Source: an optimization exercise on an open RTL-to-GDS flow (aim: small area, a short achievable clock period and few clock cycles). Production flows keep margins and buffers that such runs may drop.
Function was not checked in any run shown here: the RTL went through the layout flow alone.

**run.sh**
```bash
#!/bin/bash
# synth_recipe.tcl (not shown) runs the flow's synth.tcl, then flattens the netlist and writes it again
# the make line also repeats each setting of config.mk as NAME=value (left out here)
make -C /OpenROAD-flow-scripts/flow DESIGN_CONFIG=/design/flow/config.mk WORK_HOME=/design/flow/orfs CLKGATE_MAP_FILE= SYNTH_SCRIPT=/design/flow/synth_recipe.tcl finish
```
**config.mk**
```make
export PLATFORM = sky130hd
export DESIGN_NAME = wb_estimator
export DESIGN_NICKNAME = wb_estimator
export VERILOG_FILES = /design/flow/design.v
export SDC_FILE = /design/flow/constraint.sdc
export NUM_CORES = 4
export LEC_CHECK = 0
export CAP_MARGIN = 20
export CORE_MARGIN = 2
export CORE_UTILIZATION = 60
export SLEW_MARGIN = 20
```
**constraint.sdc**
```tcl
create_clock -name core_clock -period 30.0 [get_ports {clk}]
set_input_delay 6.0000 -clock core_clock [delete_from_list [all_inputs] [get_ports {clk}]]
set_output_delay 6.0000 -clock core_clock [all_outputs]
set_load 0.01 [all_outputs]
```
**design.v**
```verilog
module wb_estimator (
    input  wire        clk,
    input  wire        rst,
    input  wire        start,
    input  wire [15:0] cfg_width,
    input  wire [15:0] cfg_height,
    input  wire [15:0] cfg_n,        
    input  wire [15:0] cfg_m,        
    input  wire [31:0] cfg_seed,
    output wire        busy,
    output reg         req_valid,
    input  wire        req_ready,
    output reg  [15:0] req_x,
    output reg  [15:0] req_y,
    input  wire        rsp_valid,
    input  wire [9:0]  rsp_r,
    input  wire [9:0]  rsp_g,
    input  wire [9:0]  rsp_b,
    output reg         done,
    output reg  [1:0]  status,       
    output reg  [31:0] gain_r,
    output reg  [31:0] gain_g,
    output reg  [31:0] gain_b,
    output wire [31:0] seed_out
);
    localparam ST_OK       = 2'd0;
    localparam ST_GUARDED  = 2'd1;
    localparam ST_REJECTED = 2'd2;
    localparam P_RUN  = 2'd0;        
    localparam P_SQ   = 2'd1;        
    localparam P_SQRT = 2'd2;        
    localparam P_DIV  = 2'd3;        
    reg         busy_i;              
    reg         busy_o;              
    assign busy = busy_o;
    reg         gen_on;              
    reg         v_val;               
    reg         acc;                 
    reg         last;                
    reg         first;               
    reg         sk_valid;            
    reg  [14:0] sk_x, sk_y;          
    wire        adv  = !sk_valid;    
    wire        ofree = !req_valid || req_ready;
    reg  [1:0]  phase;
    reg  [4:0]  step;
    wire        step_end_sq = step == 5'd25;
    wire        step_end_dv = step == 5'd31;
    reg  [15:0] dim_x, dim_y;        
    reg  [15:0] n_cfg;
    wire        cfg_rej  = dim_x[15:2] == 14'd0 && dim_x[1:0] != 2'd3 ||
                           dim_y[15:2] == 14'd0 && dim_y[1:0] != 2'd3;
    wire        cfg_zero = n_cfg == 16'd0 || gm == 16'd0;
    wire        cfg_bad  = first && (cfg_rej || cfg_zero);
    wire        go      = !busy_i && start;
    function [15:0] dec16(input [15:0] x);   
        integer i;
        reg b;
        begin
            b = 1'b1;
            for (i = 0; i < 16; i = i + 1) begin
                dec16[i] = x[i] ^ b;
                b = b & ~x[i];
            end
        end
    endfunction
    function [25:0] acc26(input [25:0] t, input [9:0] m);   
        integer i;
        reg c;
        begin
            c = 1'b0;
            for (i = 0; i < 10; i = i + 1) begin
                acc26[i] = t[i] ^ m[i] ^ c;
                c = t[i] & m[i] | c & (t[i] ^ m[i]);
            end
            for (i = 10; i < 26; i = i + 1) begin
                acc26[i] = t[i] ^ c;
                c = c & t[i];
            end
        end
    endfunction
    reg  [31:0] seed;
    reg  [31:0] seed_o;              
    assign seed_out = seed_o;
    wire [30:0] seed1;               
    wire [31:0] seed2;               
    wb_lcg2 u_lcg (.s(seed), .seed1(seed1), .seed2(seed2));
    reg  [15:0] gn, gm;              
    localparam [14:0] CUTS = 15'b001_0101_0100_1000;
    localparam NP = 5;               
    reg  [NP-1:0] pv;                
    wire [30*NP-1:0] cutq;           
    reg  [30*NP-1:0] fin_next;       
    wire        fin_mode;            
    wire        fin_en;
    function integer cut_index(input integer j);
        integer i;
        begin
            cut_index = 0;
            for (i = 0; i < j; i = i + 1) if (CUTS[i]) cut_index = cut_index + 1;
        end
    endfunction
    reg  [14:0] vx, vy;
    wire [14:0] hzx, hzy;
    wire [14:0] wx [0:15];
    wire [14:0] wy [0:15];
    assign wx[0] = vx;
    assign wy[0] = vy;
    genvar j;
    generate
        for (j = 0; j < 15; j = j + 1) begin : g_mod
            assign hzx[j] = dim_x[15:j+1] == 0;
            assign hzy[j] = dim_y[15:j+1] == 0;
            wire [j:0]   tx = wx[j][14:14-j];
            wire [j:0]   ty = wy[j][14:14-j];
            wire [j+1:0] dx = {1'b0, tx} - {1'b0, dim_x[j:0]};
            wire [j+1:0] dy = {1'b0, ty} - {1'b0, dim_y[j:0]};
            wire         gx = hzx[j] && !dx[j+1];
            wire         gy = hzy[j] && !dy[j+1];
            wire [14:0]  ox, oy;
            if (j == 14) begin : g_last
                assign ox = gx ? dx[j:0] : tx;
                assign oy = gy ? dy[j:0] : ty;
            end else begin : g_mid
                assign ox = {gx ? dx[j:0] : tx, wx[j][13-j:0]};
                assign oy = {gy ? dy[j:0] : ty, wy[j][13-j:0]};
            end
            if (CUTS[j]) begin : g_cut
                localparam integer CI = cut_index(j);
                reg [14:0] rx, ry;
                always @(posedge clk)
                    if (fin_mode) begin
                        if (fin_en) begin
                            rx <= fin_next[30*CI +: 15];
                            ry <= fin_next[30*CI+15 +: 15];
                        end
                    end else if (adv) begin
                        rx <= ox;
                        ry <= oy;
                    end
                assign cutq[30*CI +: 15]    = rx;
                assign cutq[30*CI+15 +: 15] = ry;
                assign wx[j+1] = rx;
                assign wy[j+1] = ry;
            end else begin : g_pass
                assign wx[j+1] = ox;
                assign wy[j+1] = oy;
            end
        end
    endgenerate
    reg  [15:0] rn, rm;              
    reg         rfirst;              
    reg  [9:0]  mx_r, mx_g, mx_b;
    reg  [25:0] tot_r, tot_g, tot_b;
    wire [9:0]  cur_r = (rfirst || rsp_r > mx_r) ? rsp_r : mx_r;
    wire [9:0]  cur_g = (rfirst || rsp_g > mx_g) ? rsp_g : mx_g;
    wire [9:0]  cur_b = (rfirst || rsp_b > mx_b) ? rsp_b : mx_b;
    wire        rsp_end = rn == 16'd1;
    wire [25:0] nt_r = acc26(tot_r, mx_r);
    wire [25:0] nt_g = acc26(tot_g, mx_g);
    wire [25:0] nt_b = acc26(tot_b, mx_b);
    wire [53:0] sreg = cutq[53:0];     
    wire [28:0] sr   = cutq[88:60];    
    wire [25:0] tq   = cutq[115:90];   
    wire        sat_r = cutq[116], sat_g = cutq[117], sat_b = cutq[118];
    wire [25:0] sq_a = gain_r[0] ? tot_r : 26'd0;
    wire [25:0] sq_b = gain_g[0] ? tot_g : 26'd0;
    wire [25:0] sq_c = gain_b[0] ? tot_b : 26'd0;
    wire [27:0] sq_p  = sreg[53:26];
    wire [27:0] sq_s1 = sq_p ^ {2'd0, sq_a} ^ {2'd0, sq_b};
    wire [28:0] sq_c1 = {sq_p & {2'd0, sq_a} | sq_p & {2'd0, sq_b} | {2'd0, sq_a & sq_b}, 1'b0};
    wire [28:0] sq_s2 = {1'b0, sq_s1} ^ sq_c1 ^ {3'd0, sq_c};
    wire [28:0] sq_c2 = {sq_s1[27:0] & sq_c1[27:0] | sq_s1[27:0] & {2'd0, sq_c} | sq_c1[27:0] & {2'd0, sq_c}, 1'b0};
    wire [28:0] sq_sum;
    wire        sq_co;
    wb_add #(29) u_sq (.a(sq_s2), .b(sq_c2), .ci(1'b0), .s(sq_sum), .co(sq_co));
    wire [53:0] sq_next = {sq_sum, sreg[25:1]};
    wire [30:0] rt_cur = {sr, sreg[51:50]};
    wire [32:0] rt_x   = {2'b00, rt_cur};
    wire [32:0] rt_y   = ~{5'd0, tq, 2'b11};
    wire [32:0] rt_z   = ~{4'd0, tq, 3'b000};
    wire [32:0] rt_s   = rt_x ^ rt_y ^ rt_z;
    wire [32:0] rt_c   = {rt_x[31:0] & rt_y[31:0] | rt_x[31:0] & rt_z[31:0] | rt_y[31:0] & rt_z[31:0], 1'b1};
    wire [32:0] rt_dif;
    wire        rt_co;
    wb_add #(33) u_rt (.a(rt_s), .b(rt_c), .ci(1'b1), .s(rt_dif), .co(rt_co));
    wire        rt_ge  = !rt_dif[32];
    wire [25:0] t_fin  = {tq[24:0], rt_ge};
    wire        dbit = tq[15];
    wire [26:0] dr_r = {sreg[25:0], dbit};
    wire [26:0] dr_g = {sreg[51:26], dbit};
    wire [26:0] dr_b = {sr[25:0], dbit};
    wire [26:0] df_r, df_g, df_b;
    wire        q_r, q_g, q_b;       
    wb_add #(27) u_dr (.a(dr_r), .b(~{1'b0, tot_r}), .ci(1'b1), .s(df_r), .co(q_r));
    wb_add #(27) u_dg (.a(dr_g), .b(~{1'b0, tot_g}), .ci(1'b1), .s(df_g), .co(q_g));
    wb_add #(27) u_db (.a(dr_b), .b(~{1'b0, tot_b}), .ci(1'b1), .s(df_b), .co(q_b));
    wire [25:0] nr_r = q_r ? df_r[25:0] : dr_r[25:0];
    wire [25:0] nr_g = q_g ? df_g[25:0] : dr_g[25:0];
    wire [25:0] nr_b = q_b ? df_b[25:0] : dr_b[25:0];
    wire        any_zero = tot_r == 26'd0 || tot_g == 26'd0 || tot_b == 26'd0;
    wire        sq0_zero = busy_i && phase == P_SQ && step == 5'd0 && any_zero;
    wire        run_end  = phase == P_RUN && acc && last;
    assign fin_mode = phase != P_RUN || run_end;
    assign fin_en   = busy_i;
    always @(*) begin
        fin_next = cutq;
        case (phase)
            P_RUN: fin_next[53:0] = 54'd0;
            P_SQ: begin
                fin_next[53:0] = sq_next;
                if (step_end_sq) begin
                    fin_next[88:60]  = {27'd0, sq_next[53:52]};
                    fin_next[115:90] = 26'd0;
                end
            end
            P_SQRT: begin
                fin_next[53:0]   = sreg << 2;
                fin_next[88:60]  = rt_ge ? rt_dif[28:0] : rt_cur[28:0];
                fin_next[115:90] = t_fin;
                if (step_end_sq) begin
                    fin_next[53:0]    = {16'd0, tq[24:15], 16'd0, tq[24:15]};
                    fin_next[88:60]   = {19'd0, tq[24:15]};
                    fin_next[118:116] = {{6'd0, tq[24:15]} >= tot_b,
                                         {6'd0, tq[24:15]} >= tot_g,
                                         {6'd0, tq[24:15]} >= tot_r};
                end
            end
            default: begin  
                fin_next[115:90] = tq << 1;
                fin_next[53:0]   = {2'b00, nr_g, nr_r};
                fin_next[88:60]  = {3'd0, nr_b};
            end
        endcase
    end
    always @(posedge clk) begin
        if (rst) begin
            busy_i    <= 1'b0;
            busy_o    <= 1'b0;
            done      <= 1'b0;
            req_valid <= 1'b0;
            sk_valid  <= 1'b0;
            gen_on    <= 1'b0;
            v_val     <= 1'b0;
            pv        <= {NP{1'b0}};
            acc       <= 1'b0;
            last      <= 1'b0;
            first     <= 1'b0;
        end else begin
            done  <= 1'b0;
            first <= go;
            if (go) begin
                busy_i <= 1'b1;
                busy_o <= 1'b1;
                gen_on <= 1'b1;
            end
            if (cfg_bad || sq0_zero ||
                busy_i && phase == P_DIV && step_end_dv) begin
                busy_i <= 1'b0; busy_o <= 1'b0;
                done <= 1'b1;
            end
            if (ofree) begin
                req_valid <= sk_valid || pv[NP-1];
                sk_valid  <= 1'b0;
            end else if (!sk_valid && pv[NP-1]) begin
                sk_valid  <= 1'b1;
            end
            if (adv) begin
                pv        <= {pv[NP-2:0], v_val};
                v_val     <= gen_on && !cfg_bad;
                if (gen_on && gn == 16'd1 && gm == 16'd1) gen_on <= 1'b0;
            end
            if (cfg_bad) begin
                gen_on    <= 1'b0;
            end
            acc <= rsp_valid && rsp_end;
            if (rsp_valid && rsp_end && rm == 16'd1) last <= 1'b1;
            if (run_end) last <= 1'b0;
        end
    end
    always @(posedge clk) begin
        if (!busy_i) begin
            seed_o   <= cfg_seed;
            dim_x    <= cfg_width;
            dim_y    <= cfg_height;
            n_cfg    <= cfg_n;
            gn       <= cfg_n;
            gm       <= cfg_m;
            rn       <= cfg_n;
            rm       <= cfg_m;
            seed     <= cfg_seed;
            rfirst   <= 1'b1;
        end
        if (first) begin
            dim_x <= {dec16({1'b0, dim_x[15:1]}), dim_x[0]};
            dim_y <= {dec16({1'b0, dim_y[15:1]}), dim_y[0]};
        end
        if (ofree) begin
            req_x <= {1'b0, sk_valid ? sk_x : wx[15]} + 16'd1;
            req_y <= {1'b0, sk_valid ? sk_y : wy[15]} + 16'd1;
        end else if (!sk_valid) begin
            sk_x <= wx[15];
            sk_y <= wy[15];
        end
        if (adv) begin
            if (gen_on) begin
                vx     <= seed1[30:16];
                vy     <= seed2[30:16];
                seed   <= seed2;
                if (!cfg_bad) seed_o <= seed2;
                if (gn == 16'd1) begin
                    gn <= n_cfg;
                    gm <= dec16(gm);
                end else begin
                    gn <= dec16(gn);
                end
            end
        end
        if (rsp_valid) begin
            mx_r <= cur_r;
            mx_g <= cur_g;
            mx_b <= cur_b;
            rfirst <= rsp_end;
            if (rsp_end) begin
                rn <= n_cfg;
                rm <= dec16(rm);
            end else begin
                rn <= dec16(rn);
            end
        end
    end
    always @(posedge clk) begin
        if (!busy_i) begin
            phase <= P_RUN;
            tot_r <= 26'd0;
            tot_g <= 26'd0;
            tot_b <= 26'd0;
        end
        if (first) begin
            if (cfg_rej) begin
                status <= ST_REJECTED;
                gain_r <= 32'd0;
                gain_g <= 32'd0;
                gain_b <= 32'd0;
            end else begin
                status <= ST_GUARDED;
                gain_r <= 32'd65536;
                gain_g <= 32'd65536;
                gain_b <= 32'd65536;
            end
        end
        if (busy_i) case (phase)
            P_RUN: begin
                if (acc) begin
                    tot_r <= nt_r;
                    tot_g <= nt_g;
                    tot_b <= nt_b;
                end
                if (run_end) begin
                    phase  <= P_SQ;
                    step   <= 5'd0;
                    gain_r <= {6'd0, nt_r};
                    gain_g <= {6'd0, nt_g};
                    gain_b <= {6'd0, nt_b};
                end
            end
            P_SQ: begin
                gain_r <= gain_r >> 1;
                gain_g <= gain_g >> 1;
                gain_b <= gain_b >> 1;
                step   <= step + 5'd1;
                if (step_end_sq) begin
                    phase <= P_SQRT;
                    step  <= 5'd0;
                end
                if (sq0_zero) begin
                    gain_r <= 32'd65536;
                    gain_g <= 32'd65536;
                    gain_b <= 32'd65536;
                end
            end
            P_SQRT: begin
                step <= step + 5'd1;
                if (step_end_sq) begin
                    phase <= P_DIV;
                    step  <= 5'd0;
                end
            end
            P_DIV: begin
                gain_r <= {gain_r[30:0], q_r | sat_r};
                gain_g <= {gain_g[30:0], q_g | sat_g};
                gain_b <= {gain_b[30:0], q_b | sat_b};
                step   <= step + 5'd1;
                if (step_end_dv) status <= ST_OK;
            end
        endcase
    end
endmodule
module wb_add #(parameter W = 32) (input [W-1:0] a, input [W-1:0] b, input ci, output [W-1:0] s, output co);
    localparam L = $clog2(W + 1);
    wire [W:0] g0, p0;
    assign g0[0] = ci; assign p0[0] = 1'b0;
    assign g0[W:1] = a & b; assign p0[W:1] = a ^ b;
    wire [W:0] g [0:2*L];
    wire [W:0] p [0:2*L];
    assign g[0] = g0; assign p[0] = p0;
    genvar l, i;
    generate
        for (l = 0; l < L; l = l + 1) begin : up
            for (i = 0; i <= W; i = i + 1) begin : b
                if (((i + 1) % (2 << l)) == 0) begin : n
                    assign g[l+1][i] = g[l][i] | p[l][i] & g[l][i - (1 << l)];
                    assign p[l+1][i] = p[l][i] & p[l][i - (1 << l)];
                end else begin : w
                    assign g[l+1][i] = g[l][i]; assign p[l+1][i] = p[l][i];
                end
            end
        end
        for (l = L - 1; l >= 1; l = l - 1) begin : dn
            for (i = 0; i <= W; i = i + 1) begin : b
                if (((i + 1) % (1 << l)) == (1 << (l - 1)) && i >= (1 << l)) begin : n
                    assign g[2*L-l][i] = g[2*L-l-1][i] | p[2*L-l-1][i] & g[2*L-l-1][i - (1 << (l - 1))];
                    assign p[2*L-l][i] = p[2*L-l-1][i] & p[2*L-l-1][i - (1 << (l - 1))];
                end else begin : w
                    assign g[2*L-l][i] = g[2*L-l-1][i]; assign p[2*L-l][i] = p[2*L-l-1][i];
                end
            end
        end
    endgenerate
    wire [W:0] gc = g[2*L-1];    
    assign s = p0[W:1] ^ gc[W-1:0];
    assign co = gc[W];
endmodule
module wb_lcg2 (
    input  wire [31:0] s,
    output wire [30:0] seed1,    
    output wire [31:0] seed2     
);
    wire [31:0] m7 = {s[28:0], 3'd0} - s;
    wire hs1 = s[19] ^ ~s[17];
    wire hc2 = s[19] & ~s[17];
    wire hs3 = s[20] ^ ~s[18];
    wire hc4 = s[20] & ~s[18];
    wire hs5 = s[21] ^ ~s[19];
    wire hc6 = s[21] & ~s[19];
    wire hs7 = s[22] ^ ~s[20];
    wire hc8 = s[22] & ~s[20];
    wire hs9 = s[23] ^ ~s[21];
    wire hc10 = s[23] & ~s[21];
    wire hs11 = s[24] ^ ~s[22];
    wire hc12 = s[24] & ~s[22];
    wire fs13 = s[25] ^ ~s[23] ^ s[0];
    wire fc14 = s[25] & ~s[23] | s[0] & (s[25] ^ ~s[23]);
    wire fs15 = s[26] ^ ~s[24] ^ s[1];
    wire fc16 = s[26] & ~s[24] | s[1] & (s[26] ^ ~s[24]);
    wire fs17 = s[27] ^ ~s[25] ^ s[2];
    wire fc18 = s[27] & ~s[25] | s[2] & (s[27] ^ ~s[25]);
    wire fs19 = s[28] ^ ~s[26] ^ s[3];
    wire fc20 = s[28] & ~s[26] | s[3] & (s[28] ^ ~s[26]);
    wire fs21 = s[29] ^ ~s[27] ^ s[4];
    wire fc22 = s[29] & ~s[27] | s[4] & (s[29] ^ ~s[27]);
    wire fs23 = s[30] ^ ~s[28] ^ s[5];
    wire fc24 = s[30] & ~s[28] | s[5] & (s[30] ^ ~s[28]);
    wire hs25 = s[0] ^ m7[26];
    wire hc26 = s[0] & m7[26];
    wire hs27 = s[12] ^ ~s[10];
    wire hc28 = s[12] & ~s[10];
    wire fs29 = s[13] ^ ~s[11] ^ 1'b1;
    wire fc30 = s[13] & ~s[11] | 1'b1 & (s[13] ^ ~s[11]);
    wire fs31 = s[14] ^ ~s[12] ^ 1'b1;
    wire fc32 = s[14] & ~s[12] | 1'b1 & (s[14] ^ ~s[12]);
    wire hs33 = m7[10] ^ m7[5];
    wire hc34 = m7[10] & m7[5];
    wire fs35 = s[15] ^ ~s[13] ^ m7[11];
    wire fc36 = s[15] & ~s[13] | m7[11] & (s[15] ^ ~s[13]);
    wire hs37 = m7[6] ^ ~m7[1];
    wire hc38 = m7[6] & ~m7[1];
    wire fs39 = s[16] ^ ~s[14] ^ m7[12];
    wire fc40 = s[16] & ~s[14] | m7[12] & (s[16] ^ ~s[14]);
    wire hs41 = m7[7] ^ ~m7[2];
    wire hc42 = m7[7] & ~m7[2];
    wire fs43 = s[17] ^ ~s[15] ^ m7[13];
    wire fc44 = s[17] & ~s[15] | m7[13] & (s[17] ^ ~s[15]);
    wire hs45 = m7[8] ^ ~m7[3];
    wire hc46 = m7[8] & ~m7[3];
    wire fs47 = s[18] ^ ~s[16] ^ m7[14];
    wire fc48 = s[18] & ~s[16] | m7[14] & (s[18] ^ ~s[16]);
    wire hs49 = m7[9] ^ ~m7[4];
    wire hc50 = m7[9] & ~m7[4];
    wire fs51 = 1'b1 ^ m7[15] ^ m7[10];
    wire fc52 = 1'b1 & m7[15] | m7[10] & (1'b1 ^ m7[15]);
    wire fs53 = ~m7[5] ^ ~m7[0] ^ hs1;
    wire fc54 = ~m7[5] & ~m7[0] | hs1 & (~m7[5] ^ ~m7[0]);
    wire fs55 = m7[16] ^ m7[11] ^ ~m7[6];
    wire fc56 = m7[16] & m7[11] | ~m7[6] & (m7[16] ^ m7[11]);
    wire fs57 = ~m7[1] ^ hs3 ^ hc2;
    wire fc58 = ~m7[1] & hs3 | hc2 & (~m7[1] ^ hs3);
    wire fs59 = m7[17] ^ m7[12] ^ ~m7[7];
    wire fc60 = m7[17] & m7[12] | ~m7[7] & (m7[17] ^ m7[12]);
    wire fs61 = ~m7[2] ^ hs5 ^ hc4;
    wire fc62 = ~m7[2] & hs5 | hc4 & (~m7[2] ^ hs5);
    wire fs63 = m7[18] ^ m7[13] ^ ~m7[8];
    wire fc64 = m7[18] & m7[13] | ~m7[8] & (m7[18] ^ m7[13]);
    wire fs65 = ~m7[3] ^ hs7 ^ hc6;
    wire fc66 = ~m7[3] & hs7 | hc6 & (~m7[3] ^ hs7);
    wire fs67 = m7[19] ^ m7[14] ^ ~m7[9];
    wire fc68 = m7[19] & m7[14] | ~m7[9] & (m7[19] ^ m7[14]);
    wire fs69 = ~m7[4] ^ hs9 ^ hc8;
    wire fc70 = ~m7[4] & hs9 | hc8 & (~m7[4] ^ hs9);
    wire fs71 = m7[20] ^ m7[15] ^ ~m7[10];
    wire fc72 = m7[20] & m7[15] | ~m7[10] & (m7[20] ^ m7[15]);
    wire fs73 = ~m7[5] ^ hs11 ^ hc10;
    wire fc74 = ~m7[5] & hs11 | hc10 & (~m7[5] ^ hs11);
    wire fs75 = m7[21] ^ m7[16] ^ ~m7[11];
    wire fc76 = m7[21] & m7[16] | ~m7[11] & (m7[21] ^ m7[16]);
    wire fs77 = ~m7[6] ^ fs13 ^ hc12;
    wire fc78 = ~m7[6] & fs13 | hc12 & (~m7[6] ^ fs13);
    wire fs79 = m7[22] ^ m7[17] ^ ~m7[12];
    wire fc80 = m7[22] & m7[17] | ~m7[12] & (m7[22] ^ m7[17]);
    wire fs81 = ~m7[7] ^ fs15 ^ fc14;
    wire fc82 = ~m7[7] & fs15 | fc14 & (~m7[7] ^ fs15);
    wire fs83 = m7[23] ^ m7[18] ^ ~m7[13];
    wire fc84 = m7[23] & m7[18] | ~m7[13] & (m7[23] ^ m7[18]);
    wire fs85 = ~m7[8] ^ fs17 ^ fc16;
    wire fc86 = ~m7[8] & fs17 | fc16 & (~m7[8] ^ fs17);
    wire fs87 = m7[24] ^ m7[19] ^ ~m7[14];
    wire fc88 = m7[24] & m7[19] | ~m7[14] & (m7[24] ^ m7[19]);
    wire fs89 = ~m7[9] ^ fs19 ^ fc18;
    wire fc90 = ~m7[9] & fs19 | fc18 & (~m7[9] ^ fs19);
    wire fs91 = m7[25] ^ m7[20] ^ ~m7[15];
    wire fc92 = m7[25] & m7[20] | ~m7[15] & (m7[25] ^ m7[20]);
    wire fs93 = ~m7[10] ^ fs21 ^ fc20;
    wire fc94 = ~m7[10] & fs21 | fc20 & (~m7[10] ^ fs21);
    wire fs95 = m7[21] ^ ~m7[16] ^ ~m7[11];
    wire fc96 = m7[21] & ~m7[16] | ~m7[11] & (m7[21] ^ ~m7[16]);
    wire fs97 = fs23 ^ hs25 ^ fc22;
    wire fc98 = fs23 & hs25 | fc22 & (fs23 ^ hs25);
    wire hs99 = s[4] ^ ~s[2];
    wire hc100 = s[4] & ~s[2];
    wire fs101 = s[5] ^ ~s[3] ^ 1'b1;
    wire fc102 = s[5] & ~s[3] | 1'b1 & (s[5] ^ ~s[3]);
    wire hs103 = s[6] ^ ~s[4];
    wire hc104 = s[6] & ~s[4];
    wire hs105 = s[7] ^ ~s[5];
    wire hc106 = s[7] & ~s[5];
    wire hs107 = s[8] ^ ~s[6];
    wire hc108 = s[8] & ~s[6];
    wire fs109 = s[9] ^ ~s[7] ^ m7[5];
    wire fc110 = s[9] & ~s[7] | m7[5] & (s[9] ^ ~s[7]);
    wire fs111 = s[10] ^ ~s[8] ^ m7[6];
    wire fc112 = s[10] & ~s[8] | m7[6] & (s[10] ^ ~s[8]);
    wire fs113 = s[11] ^ ~s[9] ^ m7[7];
    wire fc114 = s[11] & ~s[9] | m7[7] & (s[11] ^ ~s[9]);
    wire fs115 = 1'b1 ^ m7[8] ^ m7[3];
    wire fc116 = 1'b1 & m7[8] | m7[3] & (1'b1 ^ m7[8]);
    wire fs117 = m7[9] ^ m7[4] ^ fs29;
    wire fc118 = m7[9] & m7[4] | fs29 & (m7[9] ^ m7[4]);
    wire fs119 = ~m7[0] ^ fs31 ^ hs33;
    wire fc120 = ~m7[0] & fs31 | hs33 & (~m7[0] ^ fs31);
    wire fs121 = fs35 ^ hs37 ^ fc32;
    wire fc122 = fs35 & hs37 | fc32 & (fs35 ^ hs37);
    wire fs123 = fs39 ^ hs41 ^ fc36;
    wire fc124 = fs39 & hs41 | fc36 & (fs39 ^ hs41);
    wire fs125 = fs43 ^ hs45 ^ fc40;
    wire fc126 = fs43 & hs45 | fc40 & (fs43 ^ hs45);
    wire fs127 = fs47 ^ hs49 ^ fc44;
    wire fc128 = fs47 & hs49 | fc44 & (fs47 ^ hs49);
    wire fs129 = fs51 ^ fs53 ^ fc48;
    wire fc130 = fs51 & fs53 | fc48 & (fs51 ^ fs53);
    wire fs131 = fs55 ^ fs57 ^ fc52;
    wire fc132 = fs55 & fs57 | fc52 & (fs55 ^ fs57);
    wire fs133 = fs59 ^ fs61 ^ fc56;
    wire fc134 = fs59 & fs61 | fc56 & (fs59 ^ fs61);
    wire fs135 = fs63 ^ fs65 ^ fc60;
    wire fc136 = fs63 & fs65 | fc60 & (fs63 ^ fs65);
    wire fs137 = fs67 ^ fs69 ^ fc64;
    wire fc138 = fs67 & fs69 | fc64 & (fs67 ^ fs69);
    wire fs139 = fs71 ^ fs73 ^ fc68;
    wire fc140 = fs71 & fs73 | fc68 & (fs71 ^ fs73);
    wire fs141 = fs75 ^ fs77 ^ fc72;
    wire fc142 = fs75 & fs77 | fc72 & (fs75 ^ fs77);
    wire fs143 = fs79 ^ fs81 ^ fc76;
    wire fc144 = fs79 & fs81 | fc76 & (fs79 ^ fs81);
    wire fs145 = fs83 ^ fs85 ^ fc80;
    wire fc146 = fs83 & fs85 | fc80 & (fs83 ^ fs85);
    wire fs147 = fs87 ^ fs89 ^ fc84;
    wire fc148 = fs87 & fs89 | fc84 & (fs87 ^ fs89);
    wire fs149 = fs91 ^ fs93 ^ fc88;
    wire fc150 = fs91 & fs93 | fc88 & (fs91 ^ fs93);
    wire fs151 = fs95 ^ fs97 ^ fc92;
    wire fc152 = fs95 & fs97 | fc92 & (fs95 ^ fs97);
    wire hs153 = s[2] ^ ~s[0];
    wire hc154 = s[2] & ~s[0];
    wire fs155 = s[3] ^ ~s[1] ^ 1'b1;
    wire fc156 = s[3] & ~s[1] | 1'b1 & (s[3] ^ ~s[1]);
    wire fs157 = 1'b1 ^ m7[0] ^ hs99;
    wire fc158 = 1'b1 & m7[0] | hs99 & (1'b1 ^ m7[0]);
    wire fs159 = m7[1] ^ fs101 ^ hc100;
    wire fc160 = m7[1] & fs101 | hc100 & (m7[1] ^ fs101);
    wire fs161 = m7[2] ^ hs103 ^ fc102;
    wire fc162 = m7[2] & hs103 | fc102 & (m7[2] ^ hs103);
    wire fs163 = m7[3] ^ hs105 ^ hc104;
    wire fc164 = m7[3] & hs105 | hc104 & (m7[3] ^ hs105);
    wire fs165 = m7[4] ^ hs107 ^ hc106;
    wire fc166 = m7[4] & hs107 | hc106 & (m7[4] ^ hs107);
    wire fs167 = m7[0] ^ fs109 ^ hc108;
    wire fc168 = m7[0] & fs109 | hc108 & (m7[0] ^ fs109);
    wire fs169 = m7[1] ^ fs111 ^ fc110;
    wire fc170 = m7[1] & fs111 | fc110 & (m7[1] ^ fs111);
    wire fs171 = m7[2] ^ fs113 ^ fc112;
    wire fc172 = m7[2] & fs113 | fc112 & (m7[2] ^ fs113);
    wire fs173 = hs27 ^ fs115 ^ fc114;
    wire fc174 = hs27 & fs115 | fc114 & (hs27 ^ fs115);
    wire fs175 = hc28 ^ fs117 ^ fc116;
    wire fc176 = hc28 & fs117 | fc116 & (hc28 ^ fs117);
    wire fs177 = fc30 ^ fs119 ^ fc118;
    wire fc178 = fc30 & fs119 | fc118 & (fc30 ^ fs119);
    wire fs179 = hc34 ^ fs121 ^ fc120;
    wire fc180 = hc34 & fs121 | fc120 & (hc34 ^ fs121);
    wire fs181 = hc38 ^ fs123 ^ fc122;
    wire fc182 = hc38 & fs123 | fc122 & (hc38 ^ fs123);
    wire fs183 = hc42 ^ fs125 ^ fc124;
    wire fc184 = hc42 & fs125 | fc124 & (hc42 ^ fs125);
    wire fs185 = hc46 ^ fs127 ^ fc126;
    wire fc186 = hc46 & fs127 | fc126 & (hc46 ^ fs127);
    wire fs187 = hc50 ^ fs129 ^ fc128;
    wire fc188 = hc50 & fs129 | fc128 & (hc50 ^ fs129);
    wire fs189 = fc54 ^ fs131 ^ fc130;
    wire fc190 = fc54 & fs131 | fc130 & (fc54 ^ fs131);
    wire fs191 = fc58 ^ fs133 ^ fc132;
    wire fc192 = fc58 & fs133 | fc132 & (fc58 ^ fs133);
    wire fs193 = fc62 ^ fs135 ^ fc134;
    wire fc194 = fc62 & fs135 | fc134 & (fc62 ^ fs135);
    wire fs195 = fc66 ^ fs137 ^ fc136;
    wire fc196 = fc66 & fs137 | fc136 & (fc66 ^ fs137);
    wire fs197 = fc70 ^ fs139 ^ fc138;
    wire fc198 = fc70 & fs139 | fc138 & (fc70 ^ fs139);
    wire fs199 = fc74 ^ fs141 ^ fc140;
    wire fc200 = fc74 & fs141 | fc140 & (fc74 ^ fs141);
    wire fs201 = fc78 ^ fs143 ^ fc142;
    wire fc202 = fc78 & fs143 | fc142 & (fc78 ^ fs143);
    wire fs203 = fc82 ^ fs145 ^ fc144;
    wire fc204 = fc82 & fs145 | fc144 & (fc82 ^ fs145);
    wire fs205 = fc86 ^ fs147 ^ fc146;
    wire fc206 = fc86 & fs147 | fc146 & (fc86 ^ fs147);
    wire fs207 = fc90 ^ fs149 ^ fc148;
    wire fc208 = fc90 & fs149 | fc148 & (fc90 ^ fs149);
    wire fs209 = fc94 ^ fs151 ^ fc150;
    wire fc210 = fc94 & fs151 | fc150 & (fc94 ^ fs151);
    wire [30:0] seed1_a = {fs209 , fs207 , fs205 , fs203 , fs201 , fs199 , fs197 , fs195 , fs193 , fs191 , fs189 , fs187 , fs185 , fs183 , fs181 , fs179 , fs177 , fs175 , fs173 , fs171 , fs169 , fs167 , fs165 , fs163 , fs161 , fs159 , fs157 , fs155 , 1'b1 , s[1] , s[0]};
    wire [30:0] seed1_b = {fc208 , fc206 , fc204 , fc202 , fc200 , fc198 , fc196 , fc194 , fc192 , fc190 , fc188 , fc186 , fc184 , fc182 , fc180 , fc178 , fc176 , fc174 , fc172 , fc170 , fc168 , fc166 , fc164 , fc162 , fc160 , fc158 , fc156 , hc154 , hs153 , 1'b0 , 1'b1};
    assign seed1 = seed1_a + seed1_b;
    wire hs211 = ~s[9] ^ s[3];
    wire hc212 = ~s[9] & s[3];
    wire fs213 = ~s[10] ^ s[4] ^ s[2];
    wire fc214 = ~s[10] & s[4] | s[2] & (~s[10] ^ s[4]);
    wire fs215 = ~s[11] ^ s[5] ^ s[3];
    wire fc216 = ~s[11] & s[5] | s[3] & (~s[11] ^ s[5]);
    wire fs217 = ~s[12] ^ s[6] ^ s[4];
    wire fc218 = ~s[12] & s[6] | s[4] & (~s[12] ^ s[6]);
    wire hs219 = 1'b1 ^ ~m7[21];
    wire hc220 = 1'b1 & ~m7[21];
    wire fs221 = ~s[13] ^ s[7] ^ s[5];
    wire fc222 = ~s[13] & s[7] | s[5] & (~s[13] ^ s[7]);
    wire fs223 = 1'b1 ^ ~m7[22] ^ m7[18];
    wire fc224 = 1'b1 & ~m7[22] | m7[18] & (1'b1 ^ ~m7[22]);
    wire fs225 = ~s[14] ^ s[8] ^ s[6];
    wire fc226 = ~s[14] & s[8] | s[6] & (~s[14] ^ s[8]);
    wire fs227 = 1'b1 ^ ~m7[23] ^ m7[19];
    wire fc228 = 1'b1 & ~m7[23] | m7[19] & (1'b1 ^ ~m7[23]);
    wire hs229 = m7[13] ^ ~m7[2];
    wire hc230 = m7[13] & ~m7[2];
    wire fs231 = ~s[15] ^ s[9] ^ s[7];
    wire fc232 = ~s[15] & s[9] | s[7] & (~s[15] ^ s[9]);
    wire fs233 = 1'b1 ^ ~m7[24] ^ m7[20];
    wire fc234 = 1'b1 & ~m7[24] | m7[20] & (1'b1 ^ ~m7[24]);
    wire fs235 = m7[14] ^ ~m7[3] ^ m7[1];
    wire fc236 = m7[14] & ~m7[3] | m7[1] & (m7[14] ^ ~m7[3]);
    wire fs237 = ~s[16] ^ s[10] ^ s[8];
    wire fc238 = ~s[16] & s[10] | s[8] & (~s[16] ^ s[10]);
    wire fs239 = 1'b1 ^ ~m7[25] ^ m7[21];
    wire fc240 = 1'b1 & ~m7[25] | m7[21] & (1'b1 ^ ~m7[25]);
    wire fs241 = m7[15] ^ ~m7[4] ^ m7[2];
    wire fc242 = m7[15] & ~m7[4] | m7[2] & (m7[15] ^ ~m7[4]);
    wire fs243 = ~s[17] ^ s[11] ^ s[9];
    wire fc244 = ~s[17] & s[11] | s[9] & (~s[17] ^ s[11]);
    wire fs245 = ~m7[26] ^ m7[22] ^ m7[16];
    wire fc246 = ~m7[26] & m7[22] | m7[16] & (~m7[26] ^ m7[22]);
    wire hs247 = ~m7[5] ^ m7[3];
    wire hc248 = ~m7[5] & m7[3];
    wire fs249 = ~s[18] ^ s[12] ^ s[10];
    wire fc250 = ~s[18] & s[12] | s[10] & (~s[18] ^ s[12]);
    wire fs251 = ~m7[27] ^ m7[23] ^ m7[17];
    wire fc252 = ~m7[27] & m7[23] | m7[17] & (~m7[27] ^ m7[23]);
    wire hs253 = ~m7[6] ^ m7[4];
    wire hc254 = ~m7[6] & m7[4];
    wire fs255 = ~s[19] ^ s[13] ^ s[11];
    wire fc256 = ~s[19] & s[13] | s[11] & (~s[19] ^ s[13]);
    wire fs257 = 1'b1 ^ ~m7[28] ^ m7[24];
    wire fc258 = 1'b1 & ~m7[28] | m7[24] & (1'b1 ^ ~m7[28]);
    wire fs259 = m7[18] ^ ~m7[7] ^ m7[5];
    wire fc260 = m7[18] & ~m7[7] | m7[5] & (m7[18] ^ ~m7[7]);
    wire fs261 = ~s[20] ^ s[14] ^ s[12];
    wire fc262 = ~s[20] & s[14] | s[12] & (~s[20] ^ s[14]);
    wire fs263 = ~m7[29] ^ m7[25] ^ m7[19];
    wire fc264 = ~m7[29] & m7[25] | m7[19] & (~m7[29] ^ m7[25]);
    wire hs265 = ~m7[8] ^ m7[6];
    wire hc266 = ~m7[8] & m7[6];
    wire fs267 = ~s[21] ^ s[15] ^ s[13];
    wire fc268 = ~s[21] & s[15] | s[13] & (~s[21] ^ s[15]);
    wire fs269 = ~s[0] ^ ~m7[30] ^ m7[26];
    wire fc270 = ~s[0] & ~m7[30] | m7[26] & (~s[0] ^ ~m7[30]);
    wire fs271 = m7[20] ^ ~m7[9] ^ m7[7];
    wire fc272 = m7[20] & ~m7[9] | m7[7] & (m7[20] ^ ~m7[9]);
    wire fs273 = ~s[22] ^ s[16] ^ s[14];
    wire fc274 = ~s[22] & s[16] | s[14] & (~s[22] ^ s[16]);
    wire fs275 = ~s[1] ^ ~m7[31] ^ m7[27];
    wire fc276 = ~s[1] & ~m7[31] | m7[27] & (~s[1] ^ ~m7[31]);
    wire fs277 = m7[21] ^ ~m7[10] ^ m7[8];
    wire fc278 = m7[21] & ~m7[10] | m7[8] & (m7[21] ^ ~m7[10]);
    wire hs279 = ~s[2] ^ 1'b1;
    wire hc280 = ~s[2] & 1'b1;
    wire fs281 = ~s[3] ^ 1'b1 ^ ~m7[12];
    wire fc282 = ~s[3] & 1'b1 | ~m7[12] & (~s[3] ^ 1'b1);
    wire hs283 = ~s[4] ^ ~m7[13];
    wire hc284 = ~s[4] & ~m7[13];
    wire hs285 = ~s[5] ^ ~m7[14];
    wire hc286 = ~s[5] & ~m7[14];
    wire fs287 = ~s[6] ^ s[0] ^ ~m7[15];
    wire fc288 = ~s[6] & s[0] | ~m7[15] & (~s[6] ^ s[0]);
    wire fs289 = ~s[7] ^ s[1] ^ ~m7[16];
    wire fc290 = ~s[7] & s[1] | ~m7[16] & (~s[7] ^ s[1]);
    wire fs291 = ~s[8] ^ s[2] ^ s[0];
    wire fc292 = ~s[8] & s[2] | s[0] & (~s[8] ^ s[2]);
    wire hs293 = ~m7[17] ^ m7[13];
    wire hc294 = ~m7[17] & m7[13];
    wire fs295 = s[1] ^ 1'b1 ^ ~m7[18];
    wire fc296 = s[1] & 1'b1 | ~m7[18] & (s[1] ^ 1'b1);
    wire fs297 = m7[14] ^ m7[8] ^ hs211;
    wire fc298 = m7[14] & m7[8] | hs211 & (m7[14] ^ m7[8]);
    wire fs299 = 1'b1 ^ ~m7[19] ^ m7[15];
    wire fc300 = 1'b1 & ~m7[19] | m7[15] & (1'b1 ^ ~m7[19]);
    wire fs301 = m7[9] ^ fs213 ^ hc212;
    wire fc302 = m7[9] & fs213 | hc212 & (m7[9] ^ fs213);
    wire fs303 = 1'b1 ^ ~m7[20] ^ m7[16];
    wire fc304 = 1'b1 & ~m7[20] | m7[16] & (1'b1 ^ ~m7[20]);
    wire fs305 = m7[10] ^ fs215 ^ fc214;
    wire fc306 = m7[10] & fs215 | fc214 & (m7[10] ^ fs215);
    wire fs307 = m7[17] ^ m7[11] ^ ~m7[0];
    wire fc308 = m7[17] & m7[11] | ~m7[0] & (m7[17] ^ m7[11]);
    wire fs309 = fs217 ^ hs219 ^ fc216;
    wire fc310 = fs217 & hs219 | fc216 & (fs217 ^ hs219);
    wire fs311 = m7[12] ^ ~m7[1] ^ fs221;
    wire fc312 = m7[12] & ~m7[1] | fs221 & (m7[12] ^ ~m7[1]);
    wire fs313 = fs223 ^ fc218 ^ hc220;
    wire fc314 = fs223 & fc218 | hc220 & (fs223 ^ fc218);
    wire fs315 = m7[0] ^ fs225 ^ fs227;
    wire fc316 = m7[0] & fs225 | fs227 & (m7[0] ^ fs225);
    wire fs317 = hs229 ^ fc222 ^ fc224;
    wire fc318 = hs229 & fc222 | fc224 & (hs229 ^ fc222);
    wire fs319 = fs231 ^ fs233 ^ fs235;
    wire fc320 = fs231 & fs233 | fs235 & (fs231 ^ fs233);
    wire fs321 = fc226 ^ fc228 ^ hc230;
    wire fc322 = fc226 & fc228 | hc230 & (fc226 ^ fc228);
    wire fs323 = fs237 ^ fs239 ^ fs241;
    wire fc324 = fs237 & fs239 | fs241 & (fs237 ^ fs239);
    wire fs325 = fc232 ^ fc234 ^ fc236;
    wire fc326 = fc232 & fc234 | fc236 & (fc232 ^ fc234);
    wire fs327 = fs243 ^ fs245 ^ hs247;
    wire fc328 = fs243 & fs245 | hs247 & (fs243 ^ fs245);
    wire fs329 = fc238 ^ fc240 ^ fc242;
    wire fc330 = fc238 & fc240 | fc242 & (fc238 ^ fc240);
    wire fs331 = fs249 ^ fs251 ^ hs253;
    wire fc332 = fs249 & fs251 | hs253 & (fs249 ^ fs251);
    wire fs333 = fc244 ^ fc246 ^ hc248;
    wire fc334 = fc244 & fc246 | hc248 & (fc244 ^ fc246);
    wire fs335 = fs255 ^ fs257 ^ fs259;
    wire fc336 = fs255 & fs257 | fs259 & (fs255 ^ fs257);
    wire fs337 = fc250 ^ fc252 ^ hc254;
    wire fc338 = fc250 & fc252 | hc254 & (fc250 ^ fc252);
    wire fs339 = fs261 ^ fs263 ^ hs265;
    wire fc340 = fs261 & fs263 | hs265 & (fs261 ^ fs263);
    wire fs341 = fc256 ^ fc258 ^ fc260;
    wire fc342 = fc256 & fc258 | fc260 & (fc256 ^ fc258);
    wire fs343 = fs267 ^ fs269 ^ fs271;
    wire fc344 = fs267 & fs269 | fs271 & (fs267 ^ fs269);
    wire fs345 = fc262 ^ fc264 ^ hc266;
    wire fc346 = fc262 & fc264 | hc266 & (fc262 ^ fc264);
    wire fs347 = fs273 ^ fs275 ^ fs277;
    wire fc348 = fs273 & fs275 | fs277 & (fs273 ^ fs275);
    wire fs349 = fc268 ^ fc270 ^ fc272;
    wire fc350 = fc268 & fc270 | fc272 & (fc268 ^ fc270);
    wire hs351 = ~s[1] ^ ~m7[10];
    wire hc352 = ~s[1] & ~m7[10];
    wire fs353 = ~m7[11] ^ m7[7] ^ m7[1];
    wire fc354 = ~m7[11] & m7[7] | m7[1] & (~m7[11] ^ m7[7]);
    wire fs355 = m7[8] ^ m7[2] ^ fs281;
    wire fc356 = m7[8] & m7[2] | fs281 & (m7[8] ^ m7[2]);
    wire fs357 = m7[9] ^ m7[3] ^ hs283;
    wire fc358 = m7[9] & m7[3] | hs283 & (m7[9] ^ m7[3]);
    wire fs359 = m7[10] ^ m7[4] ^ hs285;
    wire fc360 = m7[10] & m7[4] | hs285 & (m7[10] ^ m7[4]);
    wire fs361 = m7[11] ^ m7[5] ^ fs287;
    wire fc362 = m7[11] & m7[5] | fs287 & (m7[11] ^ m7[5]);
    wire fs363 = m7[12] ^ m7[6] ^ fs289;
    wire fc364 = m7[12] & m7[6] | fs289 & (m7[12] ^ m7[6]);
    wire fs365 = m7[7] ^ fs291 ^ hs293;
    wire fc366 = m7[7] & fs291 | hs293 & (m7[7] ^ fs291);
    wire fs367 = fs295 ^ fs297 ^ fc292;
    wire fc368 = fs295 & fs297 | fc292 & (fs295 ^ fs297);
    wire fs369 = fs299 ^ fs301 ^ fc296;
    wire fc370 = fs299 & fs301 | fc296 & (fs299 ^ fs301);
    wire fs371 = fs303 ^ fs305 ^ fc300;
    wire fc372 = fs303 & fs305 | fc300 & (fs303 ^ fs305);
    wire fs373 = fs307 ^ fs309 ^ fc304;
    wire fc374 = fs307 & fs309 | fc304 & (fs307 ^ fs309);
    wire fs375 = fs311 ^ fs313 ^ fc308;
    wire fc376 = fs311 & fs313 | fc308 & (fs311 ^ fs313);
    wire fs377 = fs315 ^ fs317 ^ fc312;
    wire fc378 = fs315 & fs317 | fc312 & (fs315 ^ fs317);
    wire fs379 = fs319 ^ fs321 ^ fc316;
    wire fc380 = fs319 & fs321 | fc316 & (fs319 ^ fs321);
    wire fs381 = fs323 ^ fs325 ^ fc320;
    wire fc382 = fs323 & fs325 | fc320 & (fs323 ^ fs325);
    wire fs383 = fs327 ^ fs329 ^ fc324;
    wire fc384 = fs327 & fs329 | fc324 & (fs327 ^ fs329);
    wire fs385 = fs331 ^ fs333 ^ fc328;
    wire fc386 = fs331 & fs333 | fc328 & (fs331 ^ fs333);
    wire fs387 = fs335 ^ fs337 ^ fc332;
    wire fc388 = fs335 & fs337 | fc332 & (fs335 ^ fs337);
    wire fs389 = fs339 ^ fs341 ^ fc336;
    wire fc390 = fs339 & fs341 | fc336 & (fs339 ^ fs341);
    wire fs391 = fs343 ^ fs345 ^ fc340;
    wire fc392 = fs343 & fs345 | fc340 & (fs343 ^ fs345);
    wire fs393 = fs347 ^ fs349 ^ fc344;
    wire fc394 = fs347 & fs349 | fc344 & (fs347 ^ fs349);
    wire hs395 = 1'b1 ^ ~m7[4];
    wire hc396 = 1'b1 & ~m7[4];
    wire fs397 = 1'b1 ^ ~m7[5] ^ m7[1];
    wire fc398 = 1'b1 & ~m7[5] | m7[1] & (1'b1 ^ ~m7[5]);
    wire fs399 = 1'b1 ^ ~m7[6] ^ m7[2];
    wire fc400 = 1'b1 & ~m7[6] | m7[2] & (1'b1 ^ ~m7[6]);
    wire hs401 = ~m7[7] ^ m7[3];
    wire hc402 = ~m7[7] & m7[3];
    wire hs403 = ~m7[8] ^ m7[4];
    wire hc404 = ~m7[8] & m7[4];
    wire fs405 = ~s[0] ^ ~m7[9] ^ m7[5];
    wire fc406 = ~s[0] & ~m7[9] | m7[5] & (~s[0] ^ ~m7[9]);
    wire fs407 = m7[6] ^ m7[0] ^ hs351;
    wire fc408 = m7[6] & m7[0] | hs351 & (m7[6] ^ m7[0]);
    wire fs409 = hs279 ^ fs353 ^ hc352;
    wire fc410 = hs279 & fs353 | hc352 & (hs279 ^ fs353);
    wire fs411 = hc280 ^ fs355 ^ fc354;
    wire fc412 = hc280 & fs355 | fc354 & (hc280 ^ fs355);
    wire fs413 = fc282 ^ fs357 ^ fc356;
    wire fc414 = fc282 & fs357 | fc356 & (fc282 ^ fs357);
    wire fs415 = hc284 ^ fs359 ^ fc358;
    wire fc416 = hc284 & fs359 | fc358 & (hc284 ^ fs359);
    wire fs417 = hc286 ^ fs361 ^ fc360;
    wire fc418 = hc286 & fs361 | fc360 & (hc286 ^ fs361);
    wire fs419 = fc288 ^ fs363 ^ fc362;
    wire fc420 = fc288 & fs363 | fc362 & (fc288 ^ fs363);
    wire fs421 = fc290 ^ fs365 ^ fc364;
    wire fc422 = fc290 & fs365 | fc364 & (fc290 ^ fs365);
    wire fs423 = hc294 ^ fs367 ^ fc366;
    wire fc424 = hc294 & fs367 | fc366 & (hc294 ^ fs367);
    wire fs425 = fc298 ^ fs369 ^ fc368;
    wire fc426 = fc298 & fs369 | fc368 & (fc298 ^ fs369);
    wire fs427 = fc302 ^ fs371 ^ fc370;
    wire fc428 = fc302 & fs371 | fc370 & (fc302 ^ fs371);
    wire fs429 = fc306 ^ fs373 ^ fc372;
    wire fc430 = fc306 & fs373 | fc372 & (fc306 ^ fs373);
    wire fs431 = fc310 ^ fs375 ^ fc374;
    wire fc432 = fc310 & fs375 | fc374 & (fc310 ^ fs375);
    wire fs433 = fc314 ^ fs377 ^ fc376;
    wire fc434 = fc314 & fs377 | fc376 & (fc314 ^ fs377);
    wire fs435 = fc318 ^ fs379 ^ fc378;
    wire fc436 = fc318 & fs379 | fc378 & (fc318 ^ fs379);
    wire fs437 = fc322 ^ fs381 ^ fc380;
    wire fc438 = fc322 & fs381 | fc380 & (fc322 ^ fs381);
    wire fs439 = fc326 ^ fs383 ^ fc382;
    wire fc440 = fc326 & fs383 | fc382 & (fc326 ^ fs383);
    wire fs441 = fc330 ^ fs385 ^ fc384;
    wire fc442 = fc330 & fs385 | fc384 & (fc330 ^ fs385);
    wire fs443 = fc334 ^ fs387 ^ fc386;
    wire fc444 = fc334 & fs387 | fc386 & (fc334 ^ fs387);
    wire fs445 = fc338 ^ fs389 ^ fc388;
    wire fc446 = fc338 & fs389 | fc388 & (fc338 ^ fs389);
    wire fs447 = fc342 ^ fs391 ^ fc390;
    wire fc448 = fc342 & fs391 | fc390 & (fc342 ^ fs391);
    wire fs449 = fc346 ^ fs393 ^ fc392;
    wire fc450 = fc346 & fs393 | fc392 & (fc346 ^ fs393);
    wire [31:0] seed2_a = {fs449 , fs447 , fs445 , fs443 , fs441 , fs439 , fs437 , fs435 , fs433 , fs431 , fs429 , fs427 , fs425 , fs423 , fs421 , fs419 , fs417 , fs415 , fs413 , fs411 , fs409 , fs407 , fs405 , hs403 , hs401 , fs399 , fs397 , m7[0] , 1'b1 , 1'b1 , 1'b1 , 1'b1};
    wire [31:0] seed2_b = {fc448 , fc446 , fc444 , fc442 , fc440 , fc438 , fc436 , fc434 , fc432 , fc430 , fc428 , fc426 , fc424 , fc422 , fc420 , fc418 , fc416 , fc414 , fc412 , fc410 , fc408 , fc406 , hc404 , hc402 , fc400 , fc398 , hc396 , hs395 , ~m7[3] , ~m7[2] , ~m7[1] , ~m7[0]};
    assign seed2 = seed2_a + seed2_b;
endmodule
```
==> results.ini, run 1 <==
[run_status]
status=finished clean

[synth]
ys_top_cells_by_area=edfxtp_1 17%, ha_1 14%, fa_1 12%
yosysSeqAreaShare_pct=26.51
syn-num-nets=7962
yosys.cell_types.count=101
synth_area_mm2=0.06173
syn_area_per_cell_um2=9.125
synth_edf_count=343
ys_seq_elements=646
async_reset_ff_share_pct=0
yosysMostFrequentCell=inv_1
synthCells=6765
ys_top_cells_by_count=768 x inv_1, 709 x ha_1, 608 x a21oi_1
synth_top_area_share_pct=16.69
ys.warnings.count=4
synth_ff_type=edfxtp_1
yosysTopAreaCell=edfxtp_1

[timing]
finalCritPeriodShare_pct=27.68
rsz0062_at_grt=no
finalSetupTns_ps=0
slew_viol_final=0
timing.fmax_mhz=120.4
fin_skew_ps=30.75
slew_headroom_pct=24.32
setup_violations=0
finalHoldViolCount=0
hold_slack_ps=475.5
period_minus_slack_ps=8304
tightestPinTransition_ps=1135
worst_slack_ps=21700

[floorplan]
die_h_um=324.8
start_util_pct=60.59
core-area_mm2=0.1019
io_pins=296
die_x_um=324.8
row_count=117
die_area_mm2=0.1055

[clocking]
hold_buffers=0
clk_latency_ps=690
clk_pin_slew_ps=60
cts_resized=0
post_cts_buffers=0
cts_root_buf=clkbuf_16
cts_max_level=3
cts_buffers=77
clk_path_buf_depth=3
cts_tree=built
cts_sinks=646

[place]
dp_hpwl_um=151600
port_buffers=295
place_congestion=1.014
place_area_mm2=0.06622
pre_cts_slack_ps=21000

[drt]
route.detailed.drc=0
detail_route.wl_per_cell_um=23.23
num_vias=52590
ant_nets=0
first_pass_iters=10
finalWirelength_um=195300
via_per_inst=6.256
first_iter_violations=4538

[global_routing]
antenna_found_initial=5
grt_pass1_wl_um=301400
gr-total-overflow=0
grt_pass1_vias=51670
grt_max_degree=106
grt_usage_pct=36.39

[layout]
layout.area.seq_mm2=0.01637
fin_nets=8172
multi_input_area_mm2=0.04162
fin_area_mm2=0.06890
fillerInstances=8575
layout-drive-gt1-share_pct=6.238
area_growth_pct=11.61
utilization_pct=67.62

[critical_path]
critical_path_required_ps=30450
cp_data_arrival_time_ps=8750
path_class=primary input to flop
startpoint_type=primary input
critPathMaxFanout=6
critPathCaptureType=flop
reg2reg_depth=26

[hold_path]
hold_path_class=flop to flop
hold_depth=2

[job]
drv_cap=0

[stage by stage]
step,std cells
2_1_floorplan,6765
3_3_place_gp,8264
3_5_place_dp,8264
4_1_cts,8406
5_1_grt,8406
6_report,8407
[critical path, cell delays in order]
cell             delay, ps
clkdlybuf4s50_1        430
ha_1                   320
nor2b_1                130
o21a_1                 160
o21a_1                 160
o21a_1                 170
o21a_1                 170
o21a_1                 170
o21a_1                 170
o21a_1                 160
o211ai_1               150
a21boi_0               290
buf_4                  270
[final cells by class]
type                    instances  area share (%)
diodes                          1        0.003632
clock buffers                  97           3.085
clock inverters                45          0.7718
inverters                     768           4.191
multi-input cells            5095           60.41
flip-flops and latches        646           23.76
well taps                    1368           2.484
repair buffers                387           5.294
[final timing paths]
| path | from | end | slack (ps) |
|---|---|---|---|
| max | rsp_r[1] | mx_r[3] | 21700 |
| min | v_val | v_val | 480 |
| max reg2reg | seed[0] | vy[13] | 22190 |
| min reg2reg | v_val | v_val | 480 |
[state kept, by name, indices dropped and copies added (netlist names), 26 cells and up]
| name | flops |
|---|---|
| g_mod.g_cut.rx | 75 |
| g_mod.g_cut.ry | 75 |
| gain_b | 32 |
| gain_g | 32 |
| gain_r | 32 |
| seed | 32 |
| seed_o | 32 |
| tot_b | 26 |
| tot_g | 26 |
| tot_r | 26 |
[layer usage]
metal	up-vias	wire length, um	part of all wire [%]	track usage (%)
li1	24600	-	-	-
met3	568	14780	7.6	6.345
met1	25290	77800	40	45.91
met2	2134	90450	46	59.78
met4	8	12220	6.3	19.12
met5	-	52	0.027	0
[cell usage in the layout (no fill, tap or decap), types with 22 or more instances in the layout]
| master | count |
|---|---|
| fa_1 | 357 |
| nor2b_1 | 103 |
| nor3_1 | 84 |
| a22oi_1 | 30 |
| a221oi_1 | 44 |
| o21bai_1 | 37 |
| edfxtp_1 | 343 |
| a211oi_1 | 104 |
| a21oi_1 | 608 |
| clkbuf_16 | 80 |
| xor2_1 | 114 |
| mux2i_1 | 163 |
| and2_1 | 102 |
| nand4_1 | 54 |
| a21boi_0 | 40 |
| nor2_1 | 337 |
| nand2_1 | 505 |
| ha_1 | 707 |
| a221o_1 | 74 |
| o21ai_0 | 417 |
| o21a_1 | 78 |
| nand2b_1 | 53 |
| xnor2_1 | 205 |
| o31ai_1 | 27 |
| mux2_2 | 111 |
| dfxtp_1 | 301 |
| nand3_1 | 89 |
| nor4_1 | 41 |
| and3_1 | 31 |
| a31oi_1 | 22 |
| o211ai_1 | 58 |
| clkdlybuf4s50_1 | 295 |
| inv_1 | 765 |
| a21o_1 | 152 |
| buf_4 | 91 |
[cells by family after synthesis]
logic type      count (synthesis)  synth area share, %
buf+inv                      1024                6.289
fa+ha+maj                    1066                25.95
xor+xnor                      320                4.562
mux                           278                4.775
compound gates               1922                20.11
simple gates                 1509                11.81
flops                         646                26.51
==> run 2, diff against run 1 <==
==> flow/run.sh (new file) <==
#!/bin/bash
# The standard layout, with the timing repair that ORFS runs after
# clock-tree synthesis and after global routing aiming at a setup slack of
# 22.4 ns on the design's clock instead of 0 ns (an achieved period of
# about 7.6 ns). Constraints, synthesis and every other step are the standard flow's.
# make's full output goes to standard.log; each ORFS step keeps its own log
# under orfs/logs/.
set -euo pipefail
export SETUP_SLACK_MARGIN=22.4
bash standard.sh > standard.log 2>&1
==> standard.sh (new file) <==
#!/bin/bash
# synth_recipe.tcl (not shown) runs the flow's synth.tcl, then flattens the netlist and writes it again
# the make line also repeats each setting of config.mk as NAME=value (left out here)
make -C /OpenROAD-flow-scripts/flow DESIGN_CONFIG=/design/flow/config.mk WORK_HOME=/design/flow/orfs CLKGATE_MAP_FILE= SYNTH_SCRIPT=/design/flow/synth_recipe.tcl "${@:-finish}"
removed: run.sh
==> results.ini, run 2 <==
[critical_path]
r2r_setup_slack_ps=22620  ; +430 ps
cp_common_cell=o21a_1
cp_data_arrival_time_ps=8110  ; -640 ps
critPathMaxFanout=5  ; -1
critical_path_required_ps=30410  ; -40 ps
critPathCaptureType=flop
startpoint_type=primary input
path_class=primary input to flop
cp_cell_sequence=dlygate4sd2_1, ha_4, o21a_1, o21a_1, o21a_1, o21a_1, o21a_1, o21a_1, o21a_1, o211ai_1, buf_4, a21boi_4
crit_slowest_cell=dlygate4sd2_1
critPathMaxStageDelay_ps=280  ; -150 ps

[drt]
num_vias=53320  ; +1.4%
route.detailed.drc=0  ; unchanged
ant_nets=0  ; unchanged
first_pass_iters=6  ; -4
detail_route.wl_per_cell_um=23.54  ; +1.3%
via_per_inst=6.325  ; +1.1%
finalWirelength_um=198400  ; +1.6%
first_iter_violations=4811  ; +6.0%

[floorplan]
die_area_mm2=0.1055  ; unchanged
die_h_um=324.8  ; unchanged
row_count=117  ; unchanged
io_pins=296  ; unchanged
start_util_pct=60.59  ; unchanged
die_x_um=324.8  ; unchanged
core-area_mm2=0.1019  ; unchanged

[global_routing]
grt_pass1_vias=52230  ; +1.1%
grt_max_degree=137  ; +29%
gr-total-overflow=0  ; unchanged
grt_pass1_wl_um=305200  ; +1.3%
antenna_found_initial=6  ; +1
grt_usage_pct=36.90  ; +0.51 points

[timing]
setup_violations=0  ; unchanged
finalCritPeriodShare_pct=25.66  ; -2.0 points
finalSetupTns_ps=0  ; unchanged
hold_slack_ps=455.3  ; -20.24 ps
slew_viol_final=0  ; unchanged
slew_headroom_pct=24.31  ; about the same
finalHoldViolCount=0  ; unchanged
worst_slack_ps=22300  ; +607.3 ps
timing.fmax_mhz=129.9  ; +7.9%
rsz0062_at_grt=yes
period_minus_slack_ps=7697  ; -607.3 ps
tightestPinTransition_ps=1124  ; -11.64 ps
fin_skew_ps=42.34  ; +11.59 ps

[place]
place_congestion=0.9869  ; -2.7%
pre_cts_slack_ps=21300  ; +293.5 ps
port_buffers=295  ; unchanged
dp_cells=8266  ; +0.024%
dp_hpwl_um=152300  ; +0.48%

[synth]
ys.warnings.count=4  ; unchanged
ys_seq_elements=646  ; unchanged
ys_top_cells_by_count=768 x inv_1, 709 x ha_1, 608 x a21oi_1
yosysSeqAreaShare_pct=26.51  ; unchanged
synth_ff_type=edfxtp_1
yosys.cell_types.count=101  ; unchanged
synth_edf_count=343  ; unchanged
syn-num-nets=7962  ; unchanged
yosysTopAreaCell=edfxtp_1
ys_top_cells_by_area=edfxtp_1 17%, ha_1 14%, fa_1 12%
yosysMostFrequentCell=inv_1
async_reset_ff_share_pct=0  ; unchanged
synth_area_mm2=0.06173  ; unchanged
synthCells=6765  ; unchanged
synth_top_area_share_pct=16.69  ; unchanged
syn_area_per_cell_um2=9.125  ; unchanged

[hold_path]
hold_path_class=flop to flop

[layout]
final_cell_count_no_fill=8430  ; +0.27%
layout-drive-gt1-share_pct=7.086  ; +0.85 points
largest_registers=g_mod.g_cut.rx x75, g_mod.g_cut.ry x75
area_growth_pct=12.06
final_common_cell=inv_1
fin_nets=8188  ; +0.20%
mostFrequentLayoutCells=763 x inv_1, 701 x ha_1, 606 x a21oi_1, 505 x nand2_1, 415 x o21ai_0

[clocking]
clk_pin_slew_ps=60  ; about the same
cts_max_level=3  ; unchanged
hold_buffers=0  ; unchanged
cts_buffers=79  ; +2.6%
clk_latency_ps=700  ; about the same
cts_root_buf=clkbuf_16
clk_path_buf_depth=3  ; unchanged
cts_tree=built
cts_sinks=646  ; unchanged

[run_status]
status=finished clean

[job]
drv_cap=0  ; unchanged

## run 2: changes by cell type in the layout (fill, tap and decap cells not counted), moves of 7 or more
cell	delta
buf_4	+7
clkbuf_1	+15
clkdlybuf4s50_1	-122
clkinv_2	-8
dfxtp_1	-27
dfxtp_2	+27
dlygate4sd2_1	+115
## run 2: layer usage
metal / track usage, % / up-vias / wire (um)
met5: 0 / - / 27
met4: 17.31 / 4 / 10510
met3: 7.102 / 511 / 17180
met2: 60.55 / 2305 / 91670
met1: 47.00 / 25870 / 79060
li1: - / 24630 / -
## run 2: cells by family (layout without fill, tap and decap cells)
kind of cell               Yosys count  in the layout  share of synthesized area [%]
and+or+nand+nor                   1509           1509                          11.81
AOI/OAI and AO/OA                 1922           1923                          20.11
DFF                                646            646                          26.51
muxes                              278            278                          4.775
buffers and inverters             1024           1314                          6.289
adders and majority gates         1066           1066                          25.95
other                                0              6                              0
xor gates and xnor gates           320            320                          4.562
## run 2: what timing repair did
action	CTS	global route
setup buffers	4	5
cloned	2	0
gates resized for setup	148	35
pin swaps	4	8
setup endpoints to repair	165	60
## run 2: critical path: cells and delay by family
kind	cells	cell delay (ps)
buffers and inverters	2	470
AOI/OAI and AO/OA	9	1430
adders and majority gates	1	230
## run 2: worst paths after layout
kind / startpoint / endpoint / cells past startpoint
worst max-delay path: rsp_r[2] / mx_r[0] / 12
worst max register to register: seed[5] / vx[14] / 23
worst min-delay path: v_val / v_val / 2
worst min register to register: v_val / v_val / 2
## run 2: area by class of cell
cell class                      count  area (um^2)
Inverter                          768         2895
Antenna cell                        6        15.01
Tap cell                         1368         1712
Timing Repair Buffer              399         3651
Sequential cell                   646        16400
Clock inverter                     27        379.1
Timing Repair inverter              1        7.507
Clock buffer                      119         2295
Fill cell                        8499        32710
Multi-Input combinational cell   5096        41820
## run 2: metrics by stage
step	utilization, %	cell area [um^2]
5_1_grt	67.88	69160
3_3_place_gp	65.07	66290
4_1_cts	67.65	68920
6_report	67.90	69180
3_5_place_dp	65.07	66290
2_1_floorplan	-	61780

afterwards: timing with drivers on the ports:
Ports are ideal in the flow. The routed layouts listed here were re-timed in OpenROAD. Step 1 assumes that a clkbuf_16 drives the clock port and a buf_2 every other input. Step 2, shift: input delay + t, output delay - t, t = (earliest + latest rising clock arrival at the registers) / 2. This alone moves slack from input paths to output paths. Slacks: ideal ports / drivers / drivers and shift; pairs: ideal ports / drivers.
run | t, ns | setup slack, ns | worst setup path after step 2 | slew at the worst register clock pin (ns)
run 1 | 0.749 | 21.696 / 21.711 / 20.996 | input to register | 0.07 / 0.07
run 2 | 0.758 | 22.303 / 22.348 / 21.590 | input to register | 0.07 / 0.07
After both steps every run listed still meets setup and hold. For run 2, which loses most, drivers alone change the setup slack by +0.045 ns; drivers and shift together by -0.713 ns.
